Background: an optimization exercise with open tools, aiming at small area. Do not read the settings as production practice. Only simulation tests tie the RTL to the original design; equivalence was not proved. No activity file was given, so power comes from the tool's default toggle rates.

==> flow/design.v <==
module ir_pulse_encoder (
    input  wire        clk,
    input  wire        rst,           
    input  wire        cmd_valid,
    output wire        cmd_ready,
    input  wire [31:0] cmd_data,
    output wire        rsp_valid,
    output wire [2:0]  rsp_code,
    output wire        pay_req,
    output wire [15:0] pay_addr,
    input  wire        pay_ack,
    input  wire [7:0]  pay_data,
    output wire        drv_valid,
    output wire [31:0] drv_q0,
    output wire [31:0] drv_q1,
    output wire [31:0] drv_q2,
    input  wire        drv_done,
    input  wire        drv_fault
);
    localparam [4:0] S_W0    = 5'd8,
                     S_CHECK = 5'd9,
                     S_PRD   = 5'd10,
                     S_PACK  = 5'd11,
                     S_END   = 5'd12,
                     S_FLT   = 5'd13,
                     S_RING  = 5'd16,
                     S_DRV   = 5'd24;
    localparam [2:0] N_HM = 3'd0, N_FREQ = 3'd1, N_BM = 3'd2, N_W1 = 3'd3,
                     N_HS = 3'd4, N_OS = 3'd5, N_ZS = 3'd6, N_GAP = 3'd7;
    reg [4:0]  s;
    reg [2:0]  c;                
    reg        illegal;
    reg        order;
    reg [7:0]  duty;
    reg [31:0] r0, r1, r2, r3, r4, r5, r6, r7;
    reg [15:0] addr;             
    reg [2:0]  bcnt;             
    wire       pos_clr;          
    wire       pos_inc;          
    wire [2:0] idx      = s[2:0];
    wire       in_load  = (s[4:3] == 2'b00);
    wire       in_ring  = (s[4:3] == 2'b10);
    wire       in_drv   = (s[4:3] == 2'b11);
    wire       at_slot  = (c == idx);
    wire       at_w1    = (c == N_BM);           
    wire       bytes_done = (addr == r6[15:0]);
    wire       last_iter  = (r6[31:16] == 16'd0);
    assign cmd_ready = (s == S_W0) || (in_load && at_slot);
    wire take = cmd_valid && cmd_ready;
    wire at_freq  = (c == N_FREQ);              
    wire bad_freq = (r7 == 32'd0);
    wire bad_duty = (duty > 8'd100);
    wire refuse   = illegal | bad_freq | bad_duty;
    assign rsp_valid = ((s == S_CHECK) && at_freq && refuse) ||
                       ((s == S_END) && at_w1 && last_iter) || (s == S_FLT);
    assign rsp_code  = (s == S_CHECK) ? (illegal  ? 3'd5 :
                                         bad_freq ? 3'd1 : 3'd2) :
                       (s == S_FLT)   ? 3'd4 : 3'd0;
    assign pay_req  = (s == S_PRD);
    assign pay_addr = addr;
    wire is_hm   = (idx == N_HM);
    wire is_bm   = (idx == N_BM);
    wire is_mark = ~idx[0] & ~idx[2];            
    assign drv_valid = in_ring && at_slot && !(is_bm && bytes_done);
    assign drv_q0    = {is_mark, 23'd0, duty & {8{is_mark}}};
    assign drv_q1    = r7;
    assign drv_q2    = (r6 & {32{is_hm}}) | (r0 & {32{is_bm}});
    wire [2:0] bpos    = order ? bcnt : ~bcnt;
    wire       pay_bit = pay_data[bpos];
    wire next_iter = (s == S_END) && at_w1 && !last_iter;
    assign pos_clr = ((s == S_CHECK) && at_freq) || ((s == S_END) && at_w1);
    assign pos_inc = in_drv && drv_done && !drv_fault && (idx == N_OS || idx == N_ZS);
    always @(posedge clk) begin
        {addr, bcnt} <= pos_clr ? 19'd0 : {addr, bcnt} + {18'd0, pos_inc};
    end
    always @(posedge clk) begin
        r0 <= (in_load && at_slot && cmd_valid) ? cmd_data : r7;
        r1 <= r0;
        r2 <= r1;
        r3 <= r2;
        r4 <= r3;
        r5 <= r4;
        r6 <= r5;
        r7 <= {r6[31:16] - {15'd0, next_iter}, r6[15:0]};
    end
    always @(posedge clk) begin
        if (rst) begin
            s <= S_W0;
            c <= 3'd0;
        end else begin
            c <= c + 3'd1;
            case (s)
            S_W0: if (cmd_valid) begin
                illegal <= (cmd_data[31:24] != 8'h01) || (cmd_data[23:9] != 15'd0);
                order   <= cmd_data[8];
                duty    <= cmd_data[7:0];
                s       <= {2'b00, N_W1};
            end
            S_CHECK: if (at_freq) s <= refuse ? S_W0 : S_RING + N_HM;
            S_PRD: s <= S_PACK;
            S_PACK: if (pay_ack) s <= pay_bit ? S_RING + N_OS : S_RING + N_ZS;
            S_END: if (at_w1) s <= last_iter ? S_W0 : S_RING + N_HM;
            S_FLT: s <= S_W0;
            default: begin
                if (in_load) begin
                    if (take) begin
                        case (idx)
                        N_W1:  s <= {2'b00, N_FREQ};
                        N_FREQ: s <= {2'b00, N_HM};
                        N_HM:  s <= {2'b00, N_HS};
                        N_HS:  s <= {2'b00, N_BM};
                        N_BM:  s <= {2'b00, N_OS};
                        N_OS:  s <= {2'b00, N_ZS};
                        N_ZS:  s <= {2'b00, N_GAP};
                        default: s <= S_CHECK;
                        endcase
                    end
                end else if (in_ring) begin
                    if (at_slot) s <= (is_bm && bytes_done) ? S_RING + N_GAP
                                                            : S_DRV + {2'b00, idx};
                end else if (in_drv) begin
                    if (drv_done) begin
                        if (drv_fault) s <= S_FLT;
                        else case (idx)
                        N_HM:  s <= S_RING + N_HS;
                        N_HS:  s <= S_RING + N_BM;
                        N_BM:  s <= S_PRD;
                        N_GAP: s <= S_END;
                        default: s <= S_RING + N_BM;   
                        endcase
                    end
                end else begin
                    s <= S_W0;
                end
            end
            endcase
        end
    end
endmodule
==> flow/flow/run.sh <==
#!/bin/bash
# Own layout flow: the standard ORFS flow (standard.sh: unchanged
# synthesis, floorplan, power grid, placement and routing) with these knobs:
#  - the port buffers are the smallest buffer, sky130_fd_sc_hd__buf_1;
#  - constant outputs share one tie cell (no tie fanout repair);
#  - the clock tree uses one clock buffer type on clusters of flip-flops and
#    no dummy loads;
# The make output goes to standard_flow.log; each ORFS step keeps its own
# log under orfs/logs/.
set -euo pipefail
CTS="-sink_clustering_enable -repair_clock_nets -dont_use_dummy_load"
CTS="$CTS -buf_list sky130_fd_sc_hd__clkbuf_4"
CTS="$CTS -sink_clustering_size 12 -sink_clustering_max_diameter 40"
bash standard.sh "BUFFER_PORTS_ARGS=-buffer_cell sky130_fd_sc_hd__buf_1" \
    "SKIP_REPAIR_TIE_FANOUT=1" \
    "CTS_ARGS=$CTS" finish > standard_flow.log 2>&1
==> flow/standard.sh <==
#!/bin/bash
# synth_recipe.tcl (not shown) runs the flow's synth.tcl, then flattens the netlist and writes it again
# the make line also repeats each setting of config.mk as NAME=value (left out here)
make -C /OpenROAD-flow-scripts/flow DESIGN_CONFIG=/design/flow/config.mk WORK_HOME=/design/flow/orfs CLKGATE_MAP_FILE= SYNTH_SCRIPT=/design/flow/synth_recipe.tcl "${@:-finish}"
==> flow/config.mk <==
export PLATFORM = sky130hd
export DESIGN_NAME = ir_pulse_encoder
export DESIGN_NICKNAME = ir_pulse_encoder
export VERILOG_FILES = /design/flow/design.v
export SDC_FILE = /design/flow/constraint.sdc
export NUM_CORES = 4
export LEC_CHECK = 0
export CAP_MARGIN = 20
export CORE_MARGIN = 2
export CORE_UTILIZATION = 40
export PLACE_DENSITY = 0.6
export SLEW_MARGIN = 20
==> flow/constraint.sdc <==
create_clock -name core_clock -period 5.0 [get_ports {clk}]
set_input_delay 1.0000 -clock core_clock [delete_from_list [all_inputs] [get_ports {clk}]]
set_output_delay 1.0000 -clock core_clock [all_outputs]
set_load 0.01 [all_outputs]
==> flow_summary.ini, run 1 <==
[global_route]
grt_antenna_before_repair = 1
grt_pass1_vias = 5338
groute.usage.overall = 0.1600
grt_max_degree = 41
grt_pass1_wl_um = 29310
grt_overflow_total = 0

[sta]
hold_violations = 0
tightest_slew_ns = 0.9092
timing.hold.ws_ns = 0.2765
min_period_over_period = 0.7708
slew_headroom = 0.3939
maxClockFrequency_mhz = 259.5
setup_tns_ns = 0
layout_min_cycle_time_ns = 3.854
final-setup-viol-count = 0
rsz0062_at_grt = false
skew_ns = 0.09108
drv_slew = 0

[finish]
final_common_cell = dfxtp_1
final_area_mm2 = 0.009846
syn_to_final_growth_pct = 10.18
drive_gt1_frac = 0.09756
layout.cells.most_common_list = 282 x dfxtp_1, 141 x buf_1, 69 x nor2_1, 37 x mux2i_1
nets = 916

[worst_setup_path]
cp_top_family = simple AND/OR/NAND/NOR gates
worstPathRequired_ns = 4.00
path_class = reg2out
cpMaxStageDelayCell = or2_2
start_kind = flop
crit_buf_inv = 2
slowest_delay_ns = 0.81
worst-path-max-fanout = 39
crit_chain = or2_2 > inv_2 > a31oi_1 > nor2_1 > buf_1
critPathArrivalTime_ns = 2.85
setup.worst_path.end_class = output port

[detailed_routing]
routedWlPerCell_um = 16.56
totalWireLength_um = 18910
route.detailed.drc = 0
dr.pass1.iters = 4
num_vias = 5460
drt-vias-per-instance = 4.781
drt_iter0_markers = 248
ant_nets = 0

[logic_synthesis]
synth_edf_count = 10
synth.top_cells.by_area = dfxtp_1 63%, mux2_2 4.3%, mux2i_1 4.1%
syn_nets = 784
yosys_register_bits = 293
seq_area_frac_synth = 0.6676
synth_top_area_frac = 0.6340
synth_top_family_by_area = simple AND/OR/NAND/NOR gates
synth-async-reset-ratio = 0
synth_area_leader_cell = dfxtp_1
synth_xor_area_frac = 0.04999
ys_warn_count = 1
syn_area_mm2 = 0.008936
synth_fa_ha_area_frac = 0.009801
syn_inst = 731
avgSynthCellArea_um2 = 12.22
synth_compound_area_frac = 0.04243
synthSimpleGateAreaFrac = 0.1056
synth_cell_type_count = 54
ys_dominant_reg_cell = dfxtp_1
muxShareOfSynthArea = 0.08429

[clock_tree]
hold_buffers = 0
clk_path_buf_depth = 3
clock-sinks = 293
cts_buffers = 36
htreeDepth = 2
cts_setup_buffers = 0
cts_resized = 0
tritoncts = yes
cts_root_buffer = clkbuf_4
path_clk_slew_ns = 0.10
insertion_delay_ns = 0.63

[die]
start_util = 0.4082
die_area_mm2 = 0.02355
core-area_mm2 = 0.02189
num_io_pins = 165
die_x_um = 153.5
rows = 54
die_h_um = 153.5

[run_status]
outcome = complete, no violations

[placed_design]
gp_congestion = 0.8149
io_buffers = 141
dp_hpwl_um = 13440
place_area_mm2 = 0.009534

[job]
drv_cap = 0

[min_path]
hold_class = reg2reg

[power_and_ir_drop]
combPwrFrac = 0.223
p_leak_nw = 3.932
p_int_mw = 3.996
pwr-share-clk = 0.173
netSwitchingFraction = 0.3203
power.switching_mw = 1.883
peakVddDrop_mv = 0.2026
power_density_mw_per_mm2 = 597.0
power_frac_seq = 0.604
layout make-up:
type                       instances  area (µm²)
timing repair buffer             144       575.6
fill                            2127       12050
sequential                       293        5967
antenna                            1       2.502
multi-input combinational        374        2628
inverter                          14       52.55
tap                              280       350.3
clock buffer                      36       270.3
synthesized netlist by cell type, types with 14 or more instances:
cell / instances
o21ai_0: 14
a21oi_1: 14
nand3_1: 17
xnor2_1: 15
nor4_1: 19
xor2_1: 36
buf_4: 24
mux2i_1: 37
dfxtp_1: 283
mux2_2: 34
nand2_1: 23
nor2_1: 69
worst paths after layout:
path | from | end | slack [ns] | depth (start not counted)
max reg2reg | s[1]$_SDFFE_PP0P_ | addr[13]$_SDFF_PP0_ | 1.79 | 10
min | r1[23]$_DFF_P_ | r2[23]$_DFF_P_ | 0.28 | 0
min reg2reg | r1[23]$_DFF_P_ | r2[23]$_DFF_P_ | 0.28 | 0
max | s[2]$_SDFFE_PP0P_ | cmd_ready | 1.15 | 5
power groups by stage:
stage | Combinational [mW] | Sequential (mW) | Clock [mW]
final | 1.31 | 3.55 | 1.02
after global routing | 1.44 | 3.65 | 1.16
after CTS | 1.31 | 3.56 | 1.06
after detailed placement | 1.31 | 3.61 | 0
after global placement | 1.31 | 3.59 | 0
after floorplan | 0.939 | 3.46 | 0
cell families after synthesis:
kind of cell	after synthesis
other	1
multiplexers	71
adder cells (fa/ha/maj)	7
AO/OA/AOI/OAI	57
AND/OR/NAND/NOR	187
buffers and inverters	64
XOR/XNOR	51
flip-flops	293
metrics by stage:
step / util / instances / worst slack [ns] / power [mW]
final: 0.4498 / 1142 / 1.146 / 5.878
after global routing: 0.4498 / 1142 / 0.8183 / 6.250
after CTS: 0.4479 / 1139 / 1.050 / 5.936
after detailed placement: 0.4355 / 1103 / 1.703 / 4.916
after global placement: 0.4355 / 1103 / 1.744 / 4.903
after floorplan: - / 731 / 2.387 / 4.396
worst register-to-register path: stages, from the launching register on:
cell     delay, ns
dfxtp_2       0.60
buf_4         0.59
xnor2_1       0.17
nor4_1        0.39
ha_1          0.28
ha_1          0.24
nand2_1       0.11
nor3_1        0.40
nand3_1       0.15
xor2_1        0.16
nor2_1        0.05
state kept, by name, indices dropped and copies added (netlist names), named ones only:
signal and flops:
r4 32, order 1, duty 8, s 4, r6 32, bcnt 3
r0 32, r7 32, r3 32, c 3, r5 32, r2 32
r1 32, illegal 1, addr 16
per-layer routing:
layer | vias to the layer above | part of all wire | global-route usage
met5 | - | 0 | 0
met3 | 36 | 0.053 | 0.04026
met1 | 2572 | 0.48 | 0.2199
li1 | 2714 | - | -
met2 | 138 | 0.44 | 0.2430
met4 | 0 | 0.024 | 0.06291
==> run 2: changes to the inputs <==
--- a/flow/flow/run.sh
+++ b/flow/flow/run.sh
@@ -11,5 +11,5 @@
 CTS="-sink_clustering_enable -repair_clock_nets -dont_use_dummy_load"
 CTS="$CTS -buf_list sky130_fd_sc_hd__clkbuf_4"
-CTS="$CTS -sink_clustering_size 12 -sink_clustering_max_diameter 40"
+CTS="$CTS -sink_clustering_size 10 -sink_clustering_max_diameter 35"
 bash standard.sh "BUFFER_PORTS_ARGS=-buffer_cell sky130_fd_sc_hd__buf_1" \
     "SKIP_REPAIR_TIE_FANOUT=1" \
==> run 2 against run 1 <==
  * Register-to-register slack gained 0.04 ns
  * Worst setup slack better by 0.014 ns
  * Maximum frequency is 0.37% higher
  * Non-clock buffer count unchanged
  * Power up 0.80%
  * Wire length fell by 0.19%
  * Synthesized cell count is the same
  * Critical path type unchanged
  * Largest cell class unchanged
==> flow_summary.ini, run 2 <==
[global_route]
grt_overflow_total = 0
grt_pass1_wl_um = 29410
grt_antenna_before_repair = 1
grt_use_met3 = 0.04310
met2_usage = 0.2457
grtUsageMet1 = 0.2168
grt_busiest_layer = met2
grt_max_degree = 41
groute.usage.overall = 0.1605
grt_pass1_vias = 5409

[clock_tree]
clock-sinks = 293
htreeDepth = 2
tritoncts = yes
cts_root_buffer = clkbuf_4
insertion_delay_ns = 0.63
cts_setup_buffers = 0
hold_buffers = 0
cts_buffers = 41
path_clk_slew_ns = 0.10
clk_path_buf_depth = 3
cts_resized = 0

[worst_setup_path]
worstPathRequired_ns = 4.00
setup.worst_path.end_class = output port
cpMaxStageDelayCell = or2_2
path_class = reg2out
r2r_start = s[1]$_SDFFE_PP0P_
slowest_delay_ns = 0.80
worst-path-max-fanout = 39
r2r_cells = 10
crit_cells = 5
cp_top_family = simple AND/OR/NAND/NOR gates
startpoint = s[2]$_SDFFE_PP0P_
start_kind = flop
crit_chain = or2_2 > inv_2 > a31oi_1 > nor2_1 > buf_1
critPathArrivalTime_ns = 2.84
crit_buf_inv = 2

[finish]
nets = 921
drive_gt1_frac = 0.1028
final_common_cell = dfxtp_1
layout.cells.most_common_list = 282 x dfxtp_1, 141 x buf_1, 69 x nor2_1, 41 x clkbuf_4, 37 x mux2i_1
syn_to_final_growth_pct = 10.60

[logic_synthesis]
yosys_register_bits = 293
yosys-top-cells-count = 283 x dfxtp_1, 69 x nor2_1, 37 x mux2i_1
synth_cell_type_count = 54
seq_area_frac_synth = 0.6676
synth_top_area_frac = 0.6340
synth_area_leader_cell = dfxtp_1
synth.top_cells.by_area = dfxtp_1 63%, mux2_2 4.3%, mux2i_1 4.1%
ys_warn_count = 1
synth_most_common_cell = dfxtp_1
synth_edf_count = 10
syn_nets = 784
avgSynthCellArea_um2 = 12.22
syn_inst = 731
synth-async-reset-ratio = 0
ys_dominant_reg_cell = dfxtp_1
syn_area_mm2 = 0.008936

[sta]
tightest_slew_ns = 0.9002
layout_min_cycle_time_ns = 3.840
final-setup-viol-count = 0
setup_tns_ns = 0
slew_headroom = 0.3999
hold_violations = 0
min_period_over_period = 0.7679
skew_ns = 0.06299
rsz0062_at_grt = false
drv_slew = 0
timing.hold.ws_ns = 0.2798
maxClockFrequency_mhz = 260.4

[die]
num_io_pins = 165
rows = 54
start_util = 0.4082
core-area_mm2 = 0.02189
die_h_um = 153.5
die_x_um = 153.5
die_area_mm2 = 0.02355

[placed_design]
dp_hpwl_um = 13440
io_buffers = 141
gp_congestion = 0.8149

[detailed_routing]
drt_iter0_markers = 238
totalWireLength_um = 18870
ant_nets = 0
routedWlPerCell_um = 16.45
dr.pass1.iters = 4
route.detailed.drc = 0
num_vias = 5488
drt-vias-per-instance = 4.785

[min_path]
hold_class = reg2reg
min_from = r1[17]$_DFF_P_
hold_depth = 0

[job]
drv_cap = 0

[run_status]
outcome = complete, no violations

[power_and_ir_drop]
p_leak_nw = 3.955
peakVddDrop_mv = 0.2288
power_density_mw_per_mm2 = 599.6
==> run 2: path summary, 6_finish.rpt <==
kind	to	slack (ns)
worst min-delay path	r2[17]$_DFF_P_	0.28
worst min register to register	r2[17]$_DFF_P_	0.28
worst max-delay path	cmd_ready	1.16
worst max register to register	addr[13]$_SDFF_PP0_	1.83
==> run 2: worst register-to-register path, cell delays in order, from the launching register on <==
cell	delay, ns
dfxtp_2	0.58
buf_4	0.59
xnor2_1	0.17
nor4_1	0.39
ha_1	0.28
ha_1	0.24
nand2_1	0.11
nor3_1	0.39
nand3_1	0.15
xor2_1	0.16
nor2_1	0.05
==> run 2: cells by family (layout without fill, tap and decap cells) <==
group | Yosys count | after routing | share of synthesized area
mux | 71 | 71 | 0.08429
fa+ha+maj | 7 | 7 | 0.009801
simple gates | 187 | 187 | 0.1056
flops | 293 | 293 | 0.6676
xor+xnor | 51 | 51 | 0.04999
buf+inv | 64 | 199 | 0.03990
other cells | 1 | 2 | 0.0004196
compound gates | 57 | 57 | 0.04243
==> run 2: cell type report <==
type                            count  area, µm²
Timing Repair Buffer              144      575.6
Inverter                           14      52.55
Clock buffer                       41      307.8
Antenna cell                        1      2.502
Sequential cell                   293       5967
Multi-Input combinational cell    374       2628
Tap cell                          280      350.3
Fill cell                        2118      12010
==> run 2: power breakdown <==
part / leakage (nW) / switching (mW) / internal [mW]
logic: 1.36 / 0.784 / 0.524
registers: 2.40 / 0.414 / 3.14
clock network: 0.189 / 0.686 / 0.379
total: 3.95 / 1.88 / 4.04
==> run 2: stage by stage <==
step / utilization / cells / power, mW / instance area [µm²] / setup WS, ns
after floorplan: - / 731 / 4.396 / 8936 / 2.387
after global placement: 0.4355 / 1103 / 4.903 / 9534 / 1.744
after detailed placement: 0.4355 / 1103 / 4.916 / 9534 / 1.703
after CTS: 0.4496 / 1144 / 5.996 / 9842 / 1.063
after global routing: 0.4515 / 1147 / 6.310 / 9883 / 0.8331
final: 0.4515 / 1147 / 5.926 / 9883 / 1.160
==> run 2: routing by layer <==
metal,wire length (µm),up-vias
met1,9005,2562
met3,1023,42
met2,8349,152
met4,491,0
met5,0,-
li1,-,2732
==> run 3: changes to the inputs <==
--- a/flow/flow/run.sh
+++ b/flow/flow/run.sh
@@ -5,5 +5,5 @@
 #  - constant outputs share one tie cell (no tie fanout repair);
 #  - the clock tree uses one clock buffer type on clusters of flip-flops and
-#    no dummy loads;
+#    no dummy loads.
 # The make output goes to standard_flow.log; each ORFS step keeps its own
 # log under orfs/logs/.
==> run 3 against run 2 <==
  * Synthesized cell count did not move
  * Clock power barely moved
  * Wire length did not move
  * Sequential power barely moved
  * Clock-buffer cell count did not move
  * Utilization did not move
  * Critical endpoint unchanged
  * Largest power group unchanged
==> flow_summary.ini, run 3 <==
[global_route]
grt_overflow_total = 0
grt_antenna_before_repair = 1
grt_pass1_wl_um = 29410
grt_pass1_vias = 5409
groute.usage.overall = 0.1605
grt_max_degree = 41

[power_and_ir_drop]
peakVddDrop_mv = 0.2288
power_density_mw_per_mm2 = 599.6
p_leak_nw = 3.955

[clock_tree]
htreeDepth = 2
cts_setup_buffers = 0
path_clk_slew_ns = 0.10
cts_buffers = 41
cts_resized = 0
tritoncts = yes
clock-sinks = 293
clk_path_buf_depth = 3
insertion_delay_ns = 0.63
hold_buffers = 0
cts_root_buffer = clkbuf_4

[placed_design]
gp_congestion = 0.8149
dp_hpwl_um = 13440
io_buffers = 141

[sta]
slew_headroom = 0.3999
skew_ns = 0.06299
hold_violations = 0
drv_slew = 0
setup_tns_ns = 0
rsz0062_at_grt = false
timing.hold.ws_ns = 0.2798
layout_min_cycle_time_ns = 3.840
min_period_over_period = 0.7679
final-setup-viol-count = 0
maxClockFrequency_mhz = 260.4
tightest_slew_ns = 0.9002

[logic_synthesis]
seq_area_frac_synth = 0.6676
synth_most_common_cell = dfxtp_1
synth-async-reset-ratio = 0
syn_nets = 784
syn_area_mm2 = 0.008936
syn_inst = 731
ys_dominant_reg_cell = dfxtp_1
ys_warn_count = 1
synth_edf_count = 10
yosys_register_bits = 293
yosys-top-cells-count = 283 x dfxtp_1, 69 x nor2_1, 37 x mux2i_1
avgSynthCellArea_um2 = 12.22
synth.top_cells.by_area = dfxtp_1 63%, mux2_2 4.3%, mux2i_1 4.1%
synth_area_leader_cell = dfxtp_1
synth_cell_type_count = 54
synth_top_area_frac = 0.6340

[finish]
layout.cells.most_common_list = 282 x dfxtp_1, 141 x buf_1, 69 x nor2_1, 41 x clkbuf_4, 37 x mux2i_1
drive_gt1_frac = 0.1028
syn_to_final_growth_pct = 10.60
final_common_cell = dfxtp_1
nFillCells = 2118
nets = 921
multiInputGateArea_mm2 = 0.002628
seqCellArea_mm2 = 0.005967

[worst_setup_path]
slowest_delay_ns = 0.80
worstPathRequired_ns = 4.00
critPathArrivalTime_ns = 2.84
cpMaxStageDelayCell = or2_2
crit_chain = or2_2 > inv_2 > a31oi_1 > nor2_1 > buf_1
setup.worst_path.end_class = output port
path_class = reg2out
worst-path-max-fanout = 39
start_kind = flop

[detailed_routing]
dr_wl_met2_um = 8349
routedWlPerCell_um = 16.45
dr.pass1.iters = 4
met1_length_um = 9005
route.detailed.drc = 0
route.met3.wl_um = 1023
ant_nets = 0
topRoutingLayerUsed = met4
totalWireLength_um = 18870
drt-vias-per-instance = 4.785
drt_iter0_markers = 238
num_vias = 5488

[die]
die_h_um = 153.5
num_io_pins = 165
core-area_mm2 = 0.02189
die_x_um = 153.5
start_util = 0.4082
rows = 54
die_area_mm2 = 0.02355

[job]
drv_cap = 0

[min_path]
hold_class = reg2reg

[run_status]
outcome = complete, no violations
## run 3: cells by family (layout without fill, tap and decap cells)
group	Yosys count	after routing	share of synthesized area
compound gates	57	57	0.04243
xor+xnor	51	51	0.04999
fa+ha+maj	7	7	0.009801
buf+inv	64	199	0.03990
flops	293	293	0.6676
mux	71	71	0.08429
other cells	1	2	0.0004196
simple gates	187	187	0.1056
## run 3: final cells by class
type | instances | share of cell area
Clock buffer | 41 | 0.03114
Timing Repair Buffer | 144 | 0.05824
Sequential cell | 293 | 0.6037
Multi-Input combinational cell | 374 | 0.2659
Tap cell | 280 | 0.03545
Antenna cell | 1 | 0.0002532
Inverter | 14 | 0.005317
## run 3: per-layer routing
metal,global-route usage,vias up
met3,0.04310,42
met4,0.06422,0
met5,0,-
met1,0.2168,2562
met2,0.2457,152
li1,-,2732
## run 3: path summary, 6_finish.rpt
kind	startpoint	end	slack (ns)	depth (start not counted)
setup / recovery	s[2]$_SDFFE_PP0P_	cmd_ready	1.16	5
setup reg to reg	s[1]$_SDFFE_PP0P_	addr[13]$_SDFF_PP0_	1.83	10
hold reg to reg	r1[17]$_DFF_P_	r2[17]$_DFF_P_	0.28	0
hold / removal	r1[17]$_DFF_P_	r2[17]$_DFF_P_	0.28	0
## run 3: where the power goes
group          leakage (nW)  internal (mW)  switching (mW)
Sequential             2.40           3.14           0.414
Clock                 0.189          0.379           0.686
Combinational          1.36          0.524           0.784
Total                  3.95           4.04            1.88
## run 3: through the flow
stage / setup slack, ns / cells / total power [mW] / utilization / instance area, µm²
2_1_floorplan: 2.387 / 731 / 4.396 / - / 8936
3_3_place_gp: 1.744 / 1103 / 4.903 / 0.4355 / 9534
3_5_place_dp: 1.703 / 1103 / 4.916 / 0.4355 / 9534
4_1_cts: 1.063 / 1144 / 5.996 / 0.4496 / 9842
5_1_grt: 0.8331 / 1147 / 6.310 / 0.4515 / 9883
6_report: 1.160 / 1147 / 5.926 / 0.4515 / 9883
## run 3: critical path: cells and delay by family (launching register included)
kind,cells,cell delay [ns]
AOI/OAI and AO/OA,1,0.25
DFF,1,0.70
and+or+nand+nor,2,0.85
buffers and inverters,2,0.45
==> run 4: changes to the inputs <==
--- a/flow/config.mk
+++ b/flow/config.mk
@@ -8,5 +8,5 @@
 export CAP_MARGIN = 20
 export CORE_MARGIN = 2
-export CORE_UTILIZATION = 40
-export PLACE_DENSITY = 0.6
+export CORE_UTILIZATION = 65
+export PLACE_DENSITY = 0.75
 export SLEW_MARGIN = 20
==> run 4 against run 3 <==
  * Still clean on timing, DRC and antenna
  * Via count rose by 3.4%
  * Global-route usage rose by 9.8 points
  * Register-to-register slack got worse by 0.07 ns
  * Combinational power barely moved
  * Power rose by 0.32%
  * Clock skew rose by 0.056 ns
  * Maximum frequency rose by 4.1%
  * Cell count fell by 9.2%
  * Area after synthesis did not move
  * Sequential share of layout area rose by 1.0 points
  * Wire length fell by 0.70%
  * Largest cell class unchanged
==> flow_summary.ini, run 4 <==
[clock_tree]
tritoncts = yes
cts_setup_buffers = 0
htreeDepth = 2
insertion_delay_ns = 0.66
hold_buffers = 0
path_clk_slew_ns = 0.09
clock-sinks = 293
cts_buffers = 40
cts_resized = 0
clk_path_buf_depth = 3
cts_root_buffer = clkbuf_4

[logic_synthesis]
yosys_register_bits = 293
ys_warn_count = 1
avgSynthCellArea_um2 = 12.22
synth_area_leader_cell = dfxtp_1
syn_area_mm2 = 0.008936
synth.top_cells.by_area = dfxtp_1 63%, mux2_2 4.3%, mux2i_1 4.1%
synth-async-reset-ratio = 0
synth_most_common_cell = dfxtp_1
syn_inst = 731
synth_cell_type_count = 54
synth_edf_count = 10
synth_top_area_frac = 0.6340
seq_area_frac_synth = 0.6676
syn_nets = 784
ys_dominant_reg_cell = dfxtp_1
yosys-top-cells-count = 283 x dfxtp_1, 69 x nor2_1, 37 x mux2i_1

[die]
core-area_mm2 = 0.01335
rows = 42
die_area_mm2 = 0.01470
die_x_um = 121.3
die_h_um = 121.3
num_io_pins = 165
start_util = 0.6695

[placed_design]
pre_cts_slack_ns = 1.709
dp_hpwl_um = 13080
io_buffers = 141
dp_cells = 1000
gp_congestion = 0.8842

[global_route]
grt_max_degree = 38
grt_use_met3 = 0.07049
grt_pass1_vias = 5484
grt_antenna_before_repair = 1
groute.usage.overall = 0.2589
grt_busiest_layer = met2
met2_usage = 0.3845
grtUsageMet1 = 0.3639
grt_overflow_total = 0
grt_pass1_wl_um = 28950

[detailed_routing]
routedWlPerCell_um = 18.00
ant_nets = 0
dr.pass1.iters = 5
num_vias = 5672
drt_iter0_markers = 440
drt-vias-per-instance = 5.449
route.detailed.drc = 0
totalWireLength_um = 18740

[worst_setup_path]
crit_chain = buf_4 > nor2_1 > nand2_1 > a21oi_1 > a31o_2 > buf_1
setup.worst_path.end_class = output port
worst-path-max-fanout = 26
start_kind = flop
worstPathRequired_ns = 4.00
critPathArrivalTime_ns = 2.69
cpMaxStageDelayCell = dfxtp_2
slowest_delay_ns = 0.85
path_class = reg2out

[sta]
maxClockFrequency_mhz = 271.1
setup_tns_ns = 0
hold_violations = 0
slew_headroom = 0.2816
rsz0062_at_grt = false
skew_ns = 0.1191
final-setup-viol-count = 0
min_period_over_period = 0.7378
tightest_slew_ns = 1.076
drv_slew = 0
layout_min_cycle_time_ns = 3.689
setup_slack_ns = 1.311

[finish]
nets = 919
syn_to_final_growth_pct = 8.709
nFillCells = 987
layout.cells.most_common_list = 282 x dfxtp_1, 141 x buf_1, 69 x nor2_1, 40 x clkbuf_4, 37 x mux2i_1
final_common_cell = dfxtp_1
drive_gt1_frac = 0.09954
final_cells = 1041

[power_and_ir_drop]
p_leak_nw = 3.934
peakVddDrop_mv = 0.3437
power_density_mw_per_mm2 = 611.9

[run_status]
outcome = complete, no violations

[min_path]
hold_class = reg2reg

[job]
drv_cap = 0
run 4: area by class of cell:
class / count / area (µm²) / share of cell area
Sequential cell: 293 / 5967 / 0.6142
Multi-Input combinational cell: 374 / 2628 / 0.2705
Timing Repair Buffer: 143 / 544.3 / 0.05603
Clock buffer: 40 / 300.3 / 0.03091
Tap cell: 176 / 220.2 / 0.02267
Inverter: 14 / 52.55 / 0.005410
Antenna cell: 1 / 2.502 / 0.0002576
run 4: path summary, 6_finish.rpt:
path	cells after the start	slack, ns	end	start
max reg2reg	4	1.76	r0[25]$_DFF_P_	s[1]$_SDFFE_PP0P_
min reg2reg	0	0.30	r6[13]$_DFF_P_	r5[13]$_DFF_P_
max	6	1.31	rsp_valid	s[1]$_SDFFE_PP0P_
min	0	0.30	r6[13]$_DFF_P_	r5[13]$_DFF_P_
run 4: power breakdown:
group	switching, mW	internal [mW]	total [mW]
logic	0.767	0.524	1.29
clock network	0.681	0.369	1.05
registers	0.461	3.14	3.60
run 4: critical path: cells and delay by family (launching register included):
| kind | cells | cell delay [ns] |
|---|---|---|
| AO/OA/AOI/OAI | 2 | 0.34 |
| buffers and inverters | 2 | 0.64 |
| AND/OR/NAND/NOR | 2 | 0.30 |
| flip-flops | 1 | 0.85 |
run 4: stage by stage:
stage	util	instance area [µm²]	hold slack [ns]	power, mW
finish	0.7278	9714	0.2991	5.945
global route	0.7278	9714	0.3083	6.273
CTS	0.7276	9712	0.2941	5.971
detailed placement	0.7051	9412	0.3121	4.927
global placement	0.7051	9412	0.3097	4.863
floorplan	-	8936	0.3096	4.396
run 4: cells by family after synthesis:
family,count (synthesis),synth area share
and+or+nand+nor,187,0.1056
xor gates and xnor gates,51,0.04999
adders and majority gates,7,0.009801
muxes,71,0.08429
buffers and inverters,64,0.03990
DFF,293,0.6676
other,1,0.0004196
AOI/OAI and AO/OA,57,0.04243
run 4: layer usage:
metal  share of wire  routed length (µm)  vias to the layer above
met4           0.025                 461                        0
met1            0.46                8657                     2705
met5               0                   0                        -
li1                -                   -                     2728
met2            0.45                8344                      204
met3           0.068                1275                       35
==> run 5: changes to the inputs <==
--- a/flow/config.mk
+++ b/flow/config.mk
@@ -8,5 +8,5 @@
 export CAP_MARGIN = 20
 export CORE_MARGIN = 2
-export CORE_UTILIZATION = 65
-export PLACE_DENSITY = 0.75
+export CORE_UTILIZATION = 80
+export PLACE_DENSITY = 0.88
 export SLEW_MARGIN = 20
==> run 5 against run 4 <==
  * First-iteration DRC count is 64% higher
  * Combinational power up 8%
  * Cell count fell by 3.7%
  * Sequential share of layout area rose by 0.49 points
  * Sequential power is 2% higher
  * Final area shrank 0.79%
  * Critical path type unchanged
  * Critical endpoint unchanged
==> flow_summary.ini, run 5 <==
[run_status]
outcome = complete, no violations

[sta]
layout_min_cycle_time_ns = 3.762
slew_headroom = 0.4909
rsz0062_at_grt = false
skew_ns = 0.09266
drv_slew = 0
final-setup-viol-count = 0
hold_violations = 0
setup_tns_ns = 0
tightest_slew_ns = 0.7567
maxClockFrequency_mhz = 265.8
min_period_over_period = 0.7525

[logic_synthesis]
synth-async-reset-ratio = 0
synth_most_common_cell = dfxtp_1
synth_area_leader_cell = dfxtp_1
ys_warn_count = 1
yosys-top-cells-count = 283 x dfxtp_1, 69 x nor2_1, 37 x mux2i_1
avgSynthCellArea_um2 = 12.22
synth_edf_count = 10
seq_area_frac_synth = 0.6676
ys_dominant_reg_cell = dfxtp_1
yosys_register_bits = 293
synth_top_area_frac = 0.6340
syn_area_mm2 = 0.008936
syn_nets = 784
syn_inst = 731
synth_cell_type_count = 54
synth.top_cells.by_area = dfxtp_1 63%, mux2_2 4.3%, mux2i_1 4.1%

[placed_design]
place_area_mm2 = 0.009368
gp_congestion = 0.8696
io_buffers = 141
dp_hpwl_um = 14990

[job]
drv_cap = 0

[detailed_routing]
num_vias = 6248
ant_nets = 0
route.detailed.drc = 0
routedWlPerCell_um = 23.35
drt-vias-per-instance = 6.236
totalWireLength_um = 23390
drt_iter0_markers = 720
dr.pass1.iters = 11

[clock_tree]
insertion_delay_ns = 0.64
cts_setup_buffers = 0
cts_resized = 0
clk_path_buf_depth = 3
htreeDepth = 2
clock-sinks = 293
tritoncts = yes
cts_buffers = 36
cts_root_buffer = clkbuf_4
hold_buffers = 0
path_clk_slew_ns = 0.11

[worst_setup_path]
rrSetupSlack_ns = 1.63
slowest_delay_ns = 0.63
r2r_end = addr[13]$_SDFF_PP0_
start_kind = flop
cpMaxStageDelayCell = or4_1
path_class = reg2out
critPathArrivalTime_ns = 2.76
worst-path-max-fanout = 6
startpoint = r6[20]$_DFF_P_
worstPathRequired_ns = 4.00
setup.worst_path.end_class = output port
crit_chain = or4_1 > nor3_2 > a41oi_1 > nor4_1 > a31o_2 > buf_1
r2r_cells = 10
r2r_start = s[1]$_SDFFE_PP0P_

[min_path]
min_from = r2[24]$_DFF_P_
hold_class = reg2reg
hold_depth = 0
whs_endpoint = r3[24]$_DFF_P_

[die]
rows = 38
start_util = 0.8207
die_x_um = 109.7
die_area_mm2 = 0.01203
num_io_pins = 165
die_h_um = 109.7
core-area_mm2 = 0.01089

[global_route]
grt_max_degree = 33
grt_pass1_vias = 6192
grt_pass1_wl_um = 33740
grt_overflow_total = 0
grt_antenna_before_repair = 0
groute.usage.overall = 0.3809

[power_and_ir_drop]
p_leak_nw = 3.924
power_density_mw_per_mm2 = 634.7
peakVddDrop_mv = 0.5101

[finish]
layout.cells.most_common_list = 282 x dfxtp_1, 141 x buf_1, 69 x nor2_1, 37 x mux2i_1
drive_gt1_frac = 0.09629
n_antenna_cell = 0
nets = 917
final_common_cell = dfxtp_1
final_area_mm2 = 0.009638
syn_to_final_growth_pct = 7.855
==> run 5: area by class of cell <==
type | count | area, µm²
fillers | 471 | 1250
flip-flops and latches | 293 | 5967
repair buffers | 145 | 559.3
well taps | 140 | 175.2
clock buffers | 36 | 270.3
multi-input cells | 374 | 2614
inverters | 14 | 52.55
==> run 5: how the worst max path moves through the flow <==
| stage | slack [ns] | end |
|---|---|---|
| after floorplan | 2.39 | drv_q2[13] |
| after global placement | 1.99 | addr[13]$_SDFF_PP0_ |
| after detailed placement | 1.78 | addr[13]$_SDFF_PP0_ |
| after CTS | 1.29 | rsp_valid |
| after global routing | 1.16 | rsp_valid |
| final | 1.24 | rsp_valid |
==> run 5: logic make-up after synthesis <==
group / count (synthesis) / synth area share
AOI/OAI and AO/OA: 57 / 0.04243
xor gates and xnor gates: 51 / 0.04999
adders and majority gates: 7 / 0.009801
buffers and inverters: 64 / 0.03990
DFF: 293 / 0.6676
muxes: 71 / 0.08429
other: 1 / 0.0004196
and+or+nand+nor: 187 / 0.1056
==> run 5: power breakdown <==
| group | internal (mW) | switching, mW | leakage (nW) |
|---|---|---|---|
| clock network | 0.334 | 0.709 | 0.166 |
| logic | 0.525 | 0.867 | 1.35 |
| registers | 3.14 | 0.539 | 2.40 |
==> run 5: critical path, delay by kind of cell (launching register included) <==
family                 cells  cell delay [ns]
AOI/OAI and AO/OA          2             0.34
buffers and inverters      1             0.15
DFF                        1             0.40
and+or+nand+nor            3             1.23
==> run 5: metal layers <==
layer,global-route usage,part of all wire,up-vias
met5,0,0,-
li1,-,-,2710
met4,0.1691,0.044,0
met3,0.07587,0.090,113
met2,0.6504,0.49,451
met1,0.4693,0.38,2974
==> run 5: through the flow <==
step | cells | setup WS (ns) | util | power [mW] | hold slack (ns)
finish | 1002 | 1.238 | 0.8852 | 6.118 | 0.2744
global route | 1002 | 1.162 | 0.8852 | 6.285 | 0.3018
CTS | 1002 | 1.291 | 0.8852 | 6.042 | 0.2808
detailed placement | 966 | 1.780 | 0.8604 | 4.986 | 0.3121
global placement | 966 | 1.995 | 0.8604 | 4.834 | 0.3095
floorplan | 731 | 2.387 | - | 4.396 | 0.3096
==> run 6: changes to the inputs <==
--- a/flow/flow/run.sh
+++ b/flow/flow/run.sh
@@ -5,11 +5,11 @@
 #  - constant outputs share one tie cell (no tie fanout repair);
 #  - the clock tree uses one clock buffer type on clusters of flip-flops and
-#    no dummy loads.
+#    no dummy loads;
 # The make output goes to standard_flow.log; each ORFS step keeps its own
 # log under orfs/logs/.
 set -euo pipefail
 CTS="-sink_clustering_enable -repair_clock_nets -dont_use_dummy_load"
-CTS="$CTS -buf_list sky130_fd_sc_hd__clkbuf_4"
-CTS="$CTS -sink_clustering_size 10 -sink_clustering_max_diameter 35"
+CTS="$CTS -buf_list sky130_fd_sc_hd__clkbuf_8"
+CTS="$CTS -sink_clustering_size 22 -sink_clustering_max_diameter 60"
 bash standard.sh "BUFFER_PORTS_ARGS=-buffer_cell sky130_fd_sc_hd__buf_1" \
     "SKIP_REPAIR_TIE_FANOUT=1" \
--- a/flow/config.mk
+++ b/flow/config.mk
@@ -8,5 +8,5 @@
 export CAP_MARGIN = 20
 export CORE_MARGIN = 2
-export CORE_UTILIZATION = 80
-export PLACE_DENSITY = 0.88
+export CORE_UTILIZATION = 40
+export PLACE_DENSITY = 0.6
 export SLEW_MARGIN = 20
==> run 6 against run 5 <==
  * Worst setup slack worse by 0.013 ns
  * Largest power group unchanged
  * Clock power is 6% lower
  * Global-route usage decreased by 22 points
==> flow_summary.ini, run 6 <==
[run_status]
outcome = complete, no violations

[min_path]
whs_endpoint = r6[2]$_DFF_P_
hold_class = reg2reg
hold_depth = 0
min_from = r5[2]$_DFF_P_

[worst_setup_path]
crit_chain = or2_2 > inv_2 > a31oi_1 > nor2_1 > buf_1
path_class = reg2out
worstPathRequired_ns = 4.00
setup.worst_path.end_class = output port
slowest_delay_ns = 0.82
cpMaxStageDelayCell = or2_2
start_kind = flop
rrSetupSlack_ns = 1.82
critPathArrivalTime_ns = 2.78
startpoint = s[2]$_SDFFE_PP0P_
worst-path-max-fanout = 39
r2r_end = addr[13]$_SDFF_PP0_
r2r_start = s[1]$_SDFFE_PP0P_
r2r_cells = 10

[detailed_routing]
routedWlPerCell_um = 16.66
drt_iter0_markers = 285
dr.pass1.iters = 4
ant_nets = 0
num_vias = 5372
drt-vias-per-instance = 4.784
route.detailed.drc = 0
totalWireLength_um = 18710

[clock_tree]
insertion_delay_ns = 0.53
cts_root_buffer = clkbuf_8
clk_path_buf_depth = 3
cts_resized = 0
path_clk_slew_ns = 0.10
htreeDepth = 1
tritoncts = yes
hold_buffers = 0
clock-sinks = 293
cts_buffers = 18
cts_setup_buffers = 0

[sta]
hold_violations = 0
skew_ns = 0.04040
tightest_slew_ns = 0.9082
setup_slack_ns = 1.224
maxClockFrequency_mhz = 264.8
layout_min_cycle_time_ns = 3.776
drv_slew = 0
slew_headroom = 0.3945
min_period_over_period = 0.7551
setup_tns_ns = 0
final-setup-viol-count = 0
rsz0062_at_grt = false

[finish]
final_common_cell = dfxtp_1
drive_gt1_frac = 0.07829
final_area_mm2 = 0.009821
syn_to_final_growth_pct = 9.899
n_antenna_cell = 0
seqCellArea_mm2 = 0.005967
nets = 898
nFillCells = 2110
layout.cells.most_common_list = 282 x dfxtp_1, 141 x buf_1, 69 x nor2_1, 37 x mux2i_1, 36 x xor2_1
multiInputGateArea_mm2 = 0.002628

[power_and_ir_drop]
combPwrFrac = 0.224
p_leak_nw = 3.895
p_int_mw = 3.989
pwr-share-clk = 0.168
peakVddDrop_mv = 0.2260
power_density_mw_per_mm2 = 594.6
netSwitchingFraction = 0.3169
power.switching_mw = 1.850
power_frac_seq = 0.608

[die]
die_h_um = 153.5
rows = 54
die_area_mm2 = 0.02355
num_io_pins = 165
core-area_mm2 = 0.02189
die_x_um = 153.5
start_util = 0.4082

[placed_design]
dp_hpwl_um = 13440
io_buffers = 141
place_area_mm2 = 0.009534
gp_congestion = 0.8149
pre_cts_slack_ns = 1.703

[logic_synthesis]
seq_area_frac_synth = 0.6676
synth_most_common_cell = dfxtp_1
synthSimpleGateAreaFrac = 0.1056
ys_dominant_reg_cell = dfxtp_1
muxShareOfSynthArea = 0.08429
synth.top_cells.by_area = dfxtp_1 63%, mux2_2 4.3%, mux2i_1 4.1%
avgSynthCellArea_um2 = 12.22
synth_compound_area_frac = 0.04243
yosys-top-cells-count = 283 x dfxtp_1, 69 x nor2_1, 37 x mux2i_1
synth_area_leader_cell = dfxtp_1
syn_area_mm2 = 0.008936
synth_fa_ha_area_frac = 0.009801
synth_top_area_frac = 0.6340
synth_edf_count = 10
ys_warn_count = 1
synth_xor_area_frac = 0.04999
syn_inst = 731
yosys_register_bits = 293
synth_cell_type_count = 54
synth-async-reset-ratio = 0
syn_nets = 784
synth_top_family_by_area = simple AND/OR/NAND/NOR gates

[job]
drv_cap = 0

[global_route]
grt_pass1_vias = 5180
grt_antenna_before_repair = 0
groute.usage.overall = 0.1568
grt_pass1_wl_um = 28920
grt_max_degree = 41
grt_overflow_total = 0
[run 6: changes by cell type in the layout (fill, tap and decap cells not counted), sizes merged]
cell and delta:
clkbuf -18, buf -1
[run 6: power groups by stage]
stage / Clock, mW / Combinational, mW / Sequential, mW
3_5_place_dp: 0 / 1.31 / 3.61
4_1_cts: 1.03 / 1.31 / 3.56
6_report: 0.982 / 1.31 / 3.55
3_3_place_gp: 0 / 1.31 / 3.59
5_1_grt: 1.11 / 1.44 / 3.65
2_1_floorplan: 0 / 0.939 / 3.46
[run 6: worst max path at each step]
stage | to | slack (ns)
finish | cmd_ready | 1.22
global route | cmd_ready | 0.92
CTS | cmd_ready | 1.16
detailed placement | cmd_ready | 1.70
global placement | cmd_ready | 1.74
floorplan | drv_q2[13] | 2.39
[run 6: critical path: cells and delay by family, from the launching register on]
kind,cells,cell delay (ns)
simple gates,2,0.87
flops,1,0.69
buf+inv,2,0.46
compound gates,1,0.26
[run 6: per-stage QoR]
stage / total power, mW / hold WS [ns] / std cells / utilization
after floorplan: 4.396 / 0.3096 / 731 / -
after CTS: 5.900 / 0.3052 / 1121 / 0.4468
after global placement: 4.903 / 0.3097 / 1103 / 0.4355
final: 5.839 / 0.3072 / 1123 / 0.4486
after detailed placement: 4.916 / 0.3121 / 1103 / 0.4355
after global routing: 6.202 / 0.3089 / 1123 / 0.4486
[run 6: layout make-up]
| class | instances | share of cell area |
|---|---|---|
| Clock buffer | 18 | 0.02523 |
| Inverter | 14 | 0.005351 |
| Multi-Input combinational cell | 374 | 0.2675 |
| Tap cell | 280 | 0.03567 |
| Sequential cell | 293 | 0.6076 |
| Timing Repair Buffer | 144 | 0.05861 |
[run 6: cell families after synthesis]
| family | count (synthesis) |
|---|---|
| buffers and inverters | 64 |
| flip-flops | 293 |
| other | 1 |
| adder cells (fa/ha/maj) | 7 |
| AND/OR/NAND/NOR | 187 |
| XOR/XNOR | 51 |
| multiplexers | 71 |
| AO/OA/AOI/OAI | 57 |
[run 6: metal layers]
metal	part of all wire	track usage
met1	0.48	0.2186
met2	0.44	0.2443
met3	0.053	0.03459
met4	0.021	0.04893
met5	0	0
==> run 7: changes to the inputs <==
==> flow/flow/run.sh (replaced) <==
#!/bin/bash
# Own layout flow: the standard ORFS flow (standard.sh, with the standard flow's
# synthesis script synth_recipe.tcl, floorplan, power grid, placement and
# routing) with these knobs:
#  - ABC maps the logic with an area-oriented script (flow/abc_map.script:
#    &nf with a relaxed delay target) instead of ORFS's delay-oriented
#    abc_speed.script. ORFS picks the script from $SCRIPTS_DIR, so the flow
#    runs on a copy of ORFS's scripts folder in which only abc_speed.script
#    is replaced. Registers are mapped before ABC runs and are untouched;
#  - the port buffers are the smallest buffer, sky130_fd_sc_hd__buf_1;
#  - constant outputs share one tie cell (no tie fanout repair);
#  - the clock tree uses one clock buffer type on clusters of flip-flops and
#    no dummy loads.
# The make output goes to standard_flow.log; each ORFS step keeps its own
# log under orfs/logs/.
set -euo pipefail
here=$(pwd)
rm -rf "$here/orfs_scripts"
cp -r --preserve=mode "$FLOW_HOME/scripts" "$here/orfs_scripts"
cp "$here/flow/abc_map.script" "$here/orfs_scripts/abc_speed.script"
CTS="-sink_clustering_enable -repair_clock_nets -dont_use_dummy_load"
CTS="$CTS -buf_list sky130_fd_sc_hd__clkbuf_4"
CTS="$CTS -sink_clustering_size 10 -sink_clustering_max_diameter 35"
bash standard.sh "SCRIPTS_DIR=$here/orfs_scripts" \
    "BUFFER_PORTS_ARGS=-buffer_cell sky130_fd_sc_hd__buf_1" \
    "SKIP_REPAIR_TIE_FANOUT=1" \
    "CTS_ARGS=$CTS" finish > standard_flow.log 2>&1
==> flow/flow/abc_map.script (new file) <==
&get -n
&st
&dch
&nf -R 1000 -p
&put
--- a/flow/config.mk
+++ b/flow/config.mk
@@ -8,5 +8,5 @@
 export CAP_MARGIN = 20
 export CORE_MARGIN = 2
-export CORE_UTILIZATION = 40
-export PLACE_DENSITY = 0.6
+export CORE_UTILIZATION = 65
+export PLACE_DENSITY = 0.75
 export SLEW_MARGIN = 20
==> run 7 against run 6 <==
  * Synthesized cell count shrank 11%
  * Worst setup slack gained 0.075 ns
  * Critical path depth grew 1
  * Clock skew grew 0.029 ns
  * Cell count shrank 12%
  * Final area shrank 4.9%
  * Register-to-register slack is essentially flat
  * Via count shrank 1.0%
  * Sequential share of layout area grew 3.1 points
  * Clock-buffer cell count grew 19
  * Power grew 0.93%
  * Clock power grew 4%
  * Highest routed layer unchanged
==> flow_summary.ini, run 7 <==
[run_status]
outcome = complete, no violations

[global_route]
grt_antenna_before_repair = 0
groute.usage.overall = 0.2534
grt_overflow_total = 0
grt_pass1_vias = 5496
grt_pass1_wl_um = 27970
grt_max_degree = 36

[detailed_routing]
drt_iter0_markers = 384
dr.pass1.iters = 6
route.detailed.drc = 0
num_vias = 5316
totalWireLength_um = 17250
ant_nets = 0
routedWlPerCell_um = 17.55
drt-vias-per-instance = 5.408

[logic_synthesis]
syn_area_mm2 = 0.008451
yosys_register_bits = 293
synth-async-reset-ratio = 0
synth_area_leader_cell = dfxtp_1
syn_nets = 706
syn_inst = 653
synthSimpleGateAreaFrac = 0.1047
seq_area_frac_synth = 0.7060
synth_xor_area_frac = 0.04664
synth_most_common_cell = dfxtp_1
synth.top_cells.by_area = dfxtp_1 67%, mux2_1 4.3%, edfxtp_1 3.6%
yosys-top-cells-count = 283 x dfxtp_1, 43 x nor2_1, 32 x a22o_1, 32 x mux2_1, 31 x xnor2_1
muxShareOfSynthArea = 0.04501
synth_compound_area_frac = 0.06204
synth_top_area_frac = 0.6704
avgSynthCellArea_um2 = 12.94
ys_dominant_reg_cell = dfxtp_1
synth_fa_ha_area_frac = 0.01036
synth_edf_count = 10
ys_warn_count = 1
synth_top_family_by_area = simple AND/OR/NAND/NOR gates
synth_cell_type_count = 43

[worst_setup_path]
setup.worst_path.end_class = output port
path_class = reg2out
worst-path-max-fanout = 35
critPathArrivalTime_ns = 2.70
startpoint = s[0]$_SDFFE_PP0P_
worstPathRequired_ns = 4.00
start_kind = flop
r2r_start = s[1]$_SDFFE_PP0P_

[placed_design]
dp_hpwl_um = 12160
io_buffers = 141
place_area_mm2 = 0.009066
gp_congestion = 0.9257
dp_cells = 946

[clock_tree]
clock-sinks = 293
cts_setup_buffers = 0
path_clk_slew_ns = 0.10
insertion_delay_ns = 0.63
cts_resized = 0
htreeDepth = 2
cts_root_buffer = clkbuf_4
tritoncts = yes
cts_buffers = 37
clk_path_buf_depth = 3
hold_buffers = 0

[sta]
setup_tns_ns = 0
maxClockFrequency_mhz = 270.2
timing.hold.ws_ns = 0.3036
rsz0062_at_grt = false
min_period_over_period = 0.7402
skew_ns = 0.06906
slew_headroom = 0.3501
final-setup-viol-count = 0
hold_violations = 0
tightest_slew_ns = 0.9705
drv_slew = 0
layout_min_cycle_time_ns = 3.701

[finish]
syn_to_final_growth_pct = 10.57
layout.cells.most_common_list = 283 x dfxtp_1, 141 x buf_1, 43 x nor2_1, 37 x clkbuf_4
seqCellArea_mm2 = 0.005966
drive_gt1_frac = 0.05425
multiInputGateArea_mm2 = 0.002296
final_common_cell = dfxtp_1
n_antenna_cell = 0
final_area_mm2 = 0.009344
nets = 866
final_cells = 983
nFillCells = 899

[min_path]
min_from = r3[1]$_DFF_P_
hold_class = reg2reg

[power_and_ir_drop]
peakVddDrop_mv = 0.3541
p_total_mw = 5.894
power_density_mw_per_mm2 = 630.7
p_leak_nw = 3.705

[die]
core-area_mm2 = 0.01267
num_io_pins = 165
rows = 41
die_h_um = 118.0
die_x_um = 118.0
start_util = 0.6669
die_area_mm2 = 0.01393

[job]
drv_cap = 0
## run 7: per-layer routing
metal,vias up,global-route usage,wire (µm),part of all wire
li1,2565,-,-,-
met1,2531,0.3268,7479,0.43
met2,188,0.4204,8412,0.49
met3,32,0.06056,1001,0.058
met4,0,0.08735,359,0.021
met5,-,0,0,0
## run 7: worst max-delay path, stage by stage, from the launching register on
cell     delay, ns
dfxtp_1       0.48
nor2_1        0.55
and2_1        0.21
buf_4         0.40
nand2_1       0.14
and3_1        0.21
buf_1         0.13
## run 7: where the power goes
part / total, mW / internal (mW) / switching [mW] / leakage (nW)
registers: 3.68 / 3.23 / 0.457 / 2.41
logic: 1.19 / 0.479 / 0.715 / 1.12
clock network: 1.02 / 0.343 / 0.673 / 0.170
## run 7: layout make-up
| class | count | area share |
|---|---|---|
| sequential | 293 | 0.6385 |
| multi-input combinational | 328 | 0.2457 |
| timing repair buffer | 145 | 0.05986 |
| clock buffer | 37 | 0.02973 |
| tap | 172 | 0.02303 |
| inverter | 8 | 0.003214 |
## run 7: logic make-up after synthesis
| logic type | Yosys count |
|---|---|
| AOI/OAI and AO/OA | 70 |
| xor gates and xnor gates | 45 |
| adders and majority gates | 7 |
| buffers and inverters | 32 |
| DFF | 293 |
| muxes | 34 |
| other | 1 |
| and+or+nand+nor | 171 |
## run 7: path summary, 6_finish.rpt
| check | cells past startpoint | slack (ns) | end |
|---|---|---|---|
| max | 6 | 1.30 | drv_valid |
| min | 0 | 0.30 | r4[1]$_DFF_P_ |
| max reg2reg | 8 | 1.81 | s[0]$_SDFFE_PP0P_ |
| min reg2reg | 0 | 0.30 | r4[1]$_DFF_P_ |
## run 7: metrics by stage
stage | setup WS (ns) | utilization
final | 1.299 | 0.7374
after floorplan | 1.432 | -
after detailed placement | 1.517 | 0.7155
after CTS | 1.296 | 0.7374
after global placement | 1.708 | 0.7150
after global routing | 1.073 | 0.7374
==> run 8: changes to the inputs <==
--- a/flow/design.v
+++ b/flow/design.v
@@ -44,10 +44,10 @@
     wire       at_slot  = (c == idx);
     wire       at_w1    = (c == N_BM);           
-    wire       bytes_done = (addr == r6[15:0]);
-    wire       last_iter  = (r6[31:16] == 16'd0);
+    wire       bytes_done = (addr == ~r6[15:0]);
+    wire       last_iter  = (r6[31:16] == 16'hFFFF);
     assign cmd_ready = (s == S_W0) || (in_load && at_slot);
     wire take = cmd_valid && cmd_ready;
     wire at_freq  = (c == N_FREQ);              
-    wire bad_freq = (r7 == 32'd0);
+    wire bad_freq = (r7 == 32'hFFFFFFFF);
     wire bad_duty = (duty > 8'd100);
     wire refuse   = illegal | bad_freq | bad_duty;
@@ -64,6 +64,6 @@
     assign drv_valid = in_ring && at_slot && !(is_bm && bytes_done);
     assign drv_q0    = {is_mark, 23'd0, duty & {8{is_mark}}};
-    assign drv_q1    = r7;
-    assign drv_q2    = (r6 & {32{is_hm}}) | (r0 & {32{is_bm}});
+    assign drv_q1    = ~r7;
+    assign drv_q2    = (~r6 & {32{is_hm}}) | (~r0 & {32{is_bm}});
     wire [2:0] bpos    = order ? bcnt : ~bcnt;
     wire       pay_bit = pay_data[bpos];
@@ -75,5 +75,5 @@
     end
     always @(posedge clk) begin
-        r0 <= (in_load && at_slot && cmd_valid) ? cmd_data : r7;
+        r0 <= (in_load && at_slot && cmd_valid) ? ~cmd_data : r7;
         r1 <= r0;
         r2 <= r1;
@@ -82,5 +82,5 @@
         r5 <= r4;
         r6 <= r5;
-        r7 <= {r6[31:16] - {15'd0, next_iter}, r6[15:0]};
+        r7 <= {r6[31:16] + {15'd0, next_iter}, r6[15:0]};
     end
     always @(posedge clk) begin
==> flow/flow/run.sh (replaced) <==
#!/bin/bash
# Own layout flow: the standard ORFS flow (standard.sh, with the standard flow's
# synthesis script synth_recipe.tcl, floorplan, power grid, placement and
# routing) with these knobs:
#  - ABC maps the logic with an area-oriented script (flow/abc_map.script:
#    &nf with a relaxed delay target) instead of ORFS's delay-oriented
#    abc_speed.script. ORFS picks the script from $SCRIPTS_DIR, so the flow
#    runs on a copy of ORFS's scripts folder in which only abc_speed.script
#    is replaced. Registers are mapped before ABC runs and are untouched.
#    A register Yosys leaves unnamed gets a numbered name that depends on the
#    cell count, so the flow first runs the standard synthesis unchanged and
#    gives each register its name from there (flow/match_names.py);
#  - the port buffers are the smallest buffer, sky130_fd_sc_hd__buf_1;
#  - constant outputs share one tie cell (no tie fanout repair);
set -euo pipefail
here=$(pwd)
results="$here/orfs/results/$FLOW_PLATFORM/ir_pulse_encoder/base"

# reference: the standard synthesis, for the register names
bash standard.sh synth > standard_synth.log 2>&1
cp "$results/1_2_yosys.v" "$here/reference_yosys.v"
rm -rf "$here/orfs"

rm -rf "$here/orfs_scripts"
cp -r --preserve=mode "$FLOW_HOME/scripts" "$here/orfs_scripts"
cp "$here/flow/abc_map.script" "$here/orfs_scripts/abc_speed.script"
CTS="-sink_clustering_enable -repair_clock_nets -dont_use_dummy_load"
CTS="$CTS -buf_list sky130_fd_sc_hd__clkbuf_4"
CTS="$CTS -sink_clustering_size 10 -sink_clustering_max_diameter 35"
knobs=("SCRIPTS_DIR=$here/orfs_scripts"
       "BUFFER_PORTS_ARGS=-buffer_cell sky130_fd_sc_hd__buf_1"
       "SKIP_REPAIR_TIE_FANOUT=1"
       "CTS_ARGS=$CTS")

bash standard.sh "${knobs[@]}" "$results/1_2_yosys.v" > standard_flow_synth.log 2>&1
python3 "$here/flow/match_names.py" "$here/reference_yosys.v" "$results/1_2_yosys.v" > match_names.log 2>&1
bash standard.sh "${knobs[@]}" finish > standard_flow.log 2>&1
==> flow/flow/abc_map.script (replaced) <==
&get -n
&st
&dch
&nf -R 1000 -C 32 -F 8
&st
&dch
&nf -R 1000 -p -C 32 -F 8
&put
==> flow/flow/match_names.py (new file) <==
#!/usr/bin/env python3
"""Give the registers of a Yosys netlist the instance names that the standard
synthesis gave them.

usage: match_names.py REFERENCE.v NETLIST.v

Both netlists come from the same RTL through the same Yosys script, except for
the ABC script that maps the logic. A register that Yosys leaves without a
name of its own gets an auto-generated name (_123_) whose number depends on how
many cells ABC made, so it can differ between the two. Each register of
NETLIST.v is matched to the register of REFERENCE.v that drives the same Q net
and, where the names differ, takes the reference name; a logic cell that
already holds that name is renamed out of the way. NETLIST.v is rewritten in
place.
"""
import re
import sys

CELL = re.compile(r'^(\s*)(sky130_fd_sc_hd__\w+)\s+(\\\S+\s|\S+)\s*\(', re.M)


def cells(text):
    """(type, name, start, end-of-name, Q net or None) for each cell."""
    out = []
    for m in CELL.finditer(text):
        end = text.index(');', m.end())
        q = re.search(r'\.Q\(([^()]*)\)', text[m.end():end])
        qnet = q.group(1).strip() if q else None
        out.append((m.group(2), m.group(3).strip(), m.start(3), m.end(3), qnet))
    return out


def is_reg(cell_type):
    return '__df' in cell_type or '__edf' in cell_type


def main():
    ref_text = open(sys.argv[1]).read()
    text = open(sys.argv[2]).read()
    ref = {q: name for t, name, _, _, q in cells(ref_text) if is_reg(t) and q}
    mine = cells(text)
    used = {name for _, name, _, _, _ in mine}
    renames = {}
    for t, name, _, _, q in mine:
        if is_reg(t) and q in ref and ref[q] != name:
            renames[name] = ref[q]
    if not renames:
        print('match_names: all register names already match')
        return
    targets = set(renames.values())
    # move any other cell holding a target name out of the way
    for t, name, _, _, _ in mine:
        if name in targets and name not in renames:
            new = name.rstrip('_') + '_m_'
            while new in used or new in targets:
                new = new.rstrip('_') + 'm_'
            renames[name] = new
            used.add(new)
    pieces, pos = [], 0
    for t, name, s, e, _ in mine:
        if name in renames:
            pieces.append(text[pos:s])
            new = renames[name]
            pieces.append(new + (' ' if new.startswith('\\') else ''))
            pos = e
    pieces.append(text[pos:])
    open(sys.argv[2], 'w').write(''.join(pieces))
    for old, new in sorted(renames.items()):
        print('match_names: %s -> %s' % (old, new))


if __name__ == '__main__':
    main()
==> run 8 against run 7 <==
  * Still clean on timing, DRC and antenna
  * Clock skew grew 0.026 ns
  * First-iteration DRC count down 9.9%
  * Clock power about the same
  * Synthesized cell count increased by 7.2%
  * Hold slack lost 0.031 ns
  * Utilization decreased by 0.38 points
  * Sequential cell count stayed put
  * Wire length increased by 4.4%
  * Non-clock buffer count unchanged
  * Critical endpoint unchanged
  * Largest cell class unchanged
==> flow_summary.ini, run 8 <==
[logic_synthesis]
syn_inst = 700
synth_most_common_cell = dfxtp_1
synth_cell_type_count = 45
synth_area_leader_cell = dfxtp_1
avgSynthCellArea_um2 = 11.93
syn_area_mm2 = 0.008348
synth.top_cells.by_area = dfxtp_1 68%, edfxtp_1 3.6%, o22ai_1 2.5%
ys_warn_count = 1
yosys-top-cells-count = 283 x dfxtp_1, 54 x nand2_1, 40 x o21ai_0
synth_edf_count = 10
yosys_register_bits = 293
ys_dominant_reg_cell = dfxtp_1
seq_area_frac_synth = 0.7146
synth_top_area_frac = 0.6787
synth-async-reset-ratio = 0
syn_nets = 753

[detailed_routing]
drt-vias-per-instance = 5.471
routedWlPerCell_um = 17.49
dr.pass1.iters = 4
ant_nets = 0
totalWireLength_um = 18020
route.detailed.drc = 0
drt_iter0_markers = 346
num_vias = 5635

[power_and_ir_drop]
combPwrFrac = 0.216
power.switching_mw = 1.887
pwr-share-clk = 0.173
power_frac_seq = 0.612
netSwitchingFraction = 0.3254
p_int_mw = 3.910
p_leak_nw = 3.500
peakVddDrop_mv = 0.3821
power_density_mw_per_mm2 = 628.7

[clock_tree]
insertion_delay_ns = 0.62
cts_root_buffer = clkbuf_4
cts_buffers = 37
cts_setup_buffers = 0
htreeDepth = 2
hold_buffers = 0
clock-sinks = 293
path_clk_slew_ns = 0.10
cts_resized = 0
clk_path_buf_depth = 3
tritoncts = yes

[worst_setup_path]
critPathArrivalTime_ns = 3.04
worstPathRequired_ns = 4.00
slowest_delay_ns = 0.61
crit_cells = 7
crit_buf_inv = 1
r2r_cells = 9
startpoint = s[2]$_SDFFE_PP0P_
start_kind = flop
path_class = reg2out
crit_path_end = drv_valid
r2r_end = s[1]$_SDFFE_PP0P_
setup.worst_path.end_class = output port
crit_chain = nor2_1 > nand2_1 > nor4_1 > nand3_1 > nand2_1 > nor2_1 > buf_1
r2r_start = s[2]$_SDFFE_PP0P_
worst-path-max-fanout = 17
cpMaxStageDelayCell = nand2_1
rrSetupSlack_ns = 1.72
cp_top_family = simple AND/OR/NAND/NOR gates

[global_route]
grt_overflow_total = 0
grt_pass1_wl_um = 28610
grt_antenna_before_repair = 0
grt_pass1_vias = 5539
grt_max_degree = 66
groute.usage.overall = 0.2623

[finish]
post-route-util = 0.7336
final_common_cell = dfxtp_1
drive_gt1_frac = 0.04895
syn_to_final_growth_pct = 10.45
n_antenna_cell = 0
nets = 913
layout.cells.most_common_list = 283 x dfxtp_1, 141 x buf_1, 54 x nand2_1, 40 x o21ai_0

[sta]
drv_slew = 0
maxClockFrequency_mhz = 247.3
rsz0062_at_grt = false
layout_min_cycle_time_ns = 4.044
final-setup-viol-count = 0
hold_violations = 0
min_period_over_period = 0.8088
setup_tns_ns = 0
skew_ns = 0.09553
slew_headroom = 0.5246
tightest_slew_ns = 0.7113

[run_status]
outcome = complete, no violations

[die]
num_io_pins = 165
core-area_mm2 = 0.01257
rows = 41
die_area_mm2 = 0.01377
start_util = 0.6642
die_x_um = 117.3
die_h_um = 117.3

[placed_design]
io_buffers = 141
gp_congestion = 0.9259
dp_hpwl_um = 12880

[min_path]
min_from = r1[21]$_DFF_P_
hold_class = reg2reg

[job]
drv_cap = 0
-- run 8: cell count changes after synthesis, moves of 8 or more --
cell	delta
a21oi_1	+10
a22o_1	-32
and3_1	+8
clkinv_1	+29
mux2_1	-32
nand2_1	+24
nor2_1	-17
o21ai_0	+31
o22ai_1	+33
xnor2_1	-10
-- run 8: layout make-up --
type	instances	area, µm²
Inverter	37	138.9
Clock buffer	37	277.8
Fill cell	881	3348
Tap cell	172	215.2
Timing Repair Buffer	145	559.3
Multi-Input combinational cell	346	2063
Sequential cell	293	5966
-- run 8: worst min path at each step --
stage                          end  slack (ns)  cells past startpoint
CTS                 r2[21]$_DFF_P_        0.27                      0
detailed placement   r2[1]$_DFF_P_        0.31                      0
floorplan            r2[0]$_DFF_P_        0.31                      0
global placement    r5[18]$_DFF_P_        0.31                      0
global route        r2[21]$_DFF_P_        0.26                      0
finish              r2[21]$_DFF_P_        0.27                      0
-- run 8: cell families (layout without fill, tap and decap cells) --
logic type	Yosys count	count (layout)	share of synthesized area
compound gates	122	122	0.08873
xor+xnor	31	31	0.03252
fa+ha+maj	7	7	0.01049
buf+inv	61	219	0.03822
flops	293	293	0.7146
mux	1	1	0.002698
other cells	1	1	0.0004492
simple gates	184	184	0.1123
-- run 8: worst reg2reg max path: cells and delay by family, from the launching register on --
family / cells / cell delay (ns)
simple gates: 5 / 2.19
compound gates: 4 / 0.58
flops: 1 / 0.42
-- run 8: metrics by stage --
step / setup slack [ns] / power, mW / instance area (µm²) / std cells / hold slack [ns]
after global placement: 1.537 / 4.782 / 8942 / 993 / 0.3100
after CTS: 0.9120 / 5.837 / 9220 / 1030 / 0.2704
final: 0.9560 / 5.797 / 9220 / 1030 / 0.2723
after floorplan: 1.864 / 4.230 / 8348 / 700 / 0.3096
after global routing: 0.6885 / 6.126 / 9220 / 1030 / 0.2576
after detailed placement: 1.433 / 4.829 / 8942 / 993 / 0.3121
-- run 8: routing by layer --
metal  global-route usage  share of wire  routed length (µm)  vias to the layer above
li1                     -              -                   -                     2717
met3              0.06907          0.065                1169                       33
met2               0.4134           0.46                8345                      180
met5                    0              0                   0                        -
met4               0.1047          0.029                 530                        0
met1               0.3482           0.44                7971                     2705
-- run 8: power groups by stage --
stage | registers [mW] | logic (mW) | clock network, mW
2_1_floorplan | 3.42 | 0.811 | 0
3_3_place_gp | 3.55 | 1.23 | 0
3_5_place_dp | 3.58 | 1.24 | 0
4_1_cts | 3.55 | 1.25 | 1.03
5_1_grt | 3.62 | 1.37 | 1.13
6_report | 3.55 | 1.25 | 1.00

[re-timing with driven ports]
Ports are ideal in the flow. The routed layouts listed here were re-timed in OpenROAD. Step 1 assumes that a clkbuf_16 drives the clock port and a buf_2 every other input. Step 2, shift: input delay + t, output delay - t, t = (earliest + latest rising clock arrival at the registers) / 2. This alone moves slack from input paths to output paths. a / b / c = ideal / step 1 / step 2; a / b = the first two.
| run | t, ns | setup WS [ns] |
|---|---|---|
| run 1 | 0.631 | 1.146 / 1.107 / 1.738 |
| run 2 | 0.637 | 1.160 / 1.121 / 1.759 |
| run 3 | 0.637 | 1.160 / 1.121 / 1.759 |
| run 4 | 0.635 | 1.311 / 1.274 / 1.757 |
| run 5 | 0.621 | 1.238 / 1.203 / 1.632 |
| run 6 | 0.546 | 1.224 / 1.183 / 1.730 |
| run 7 | 0.635 | 1.299 / 1.265 / 1.530 |
| run 8 | 0.610 | 0.956 / 0.918 / 1.462 |
After both steps every run listed still meets setup and hold.
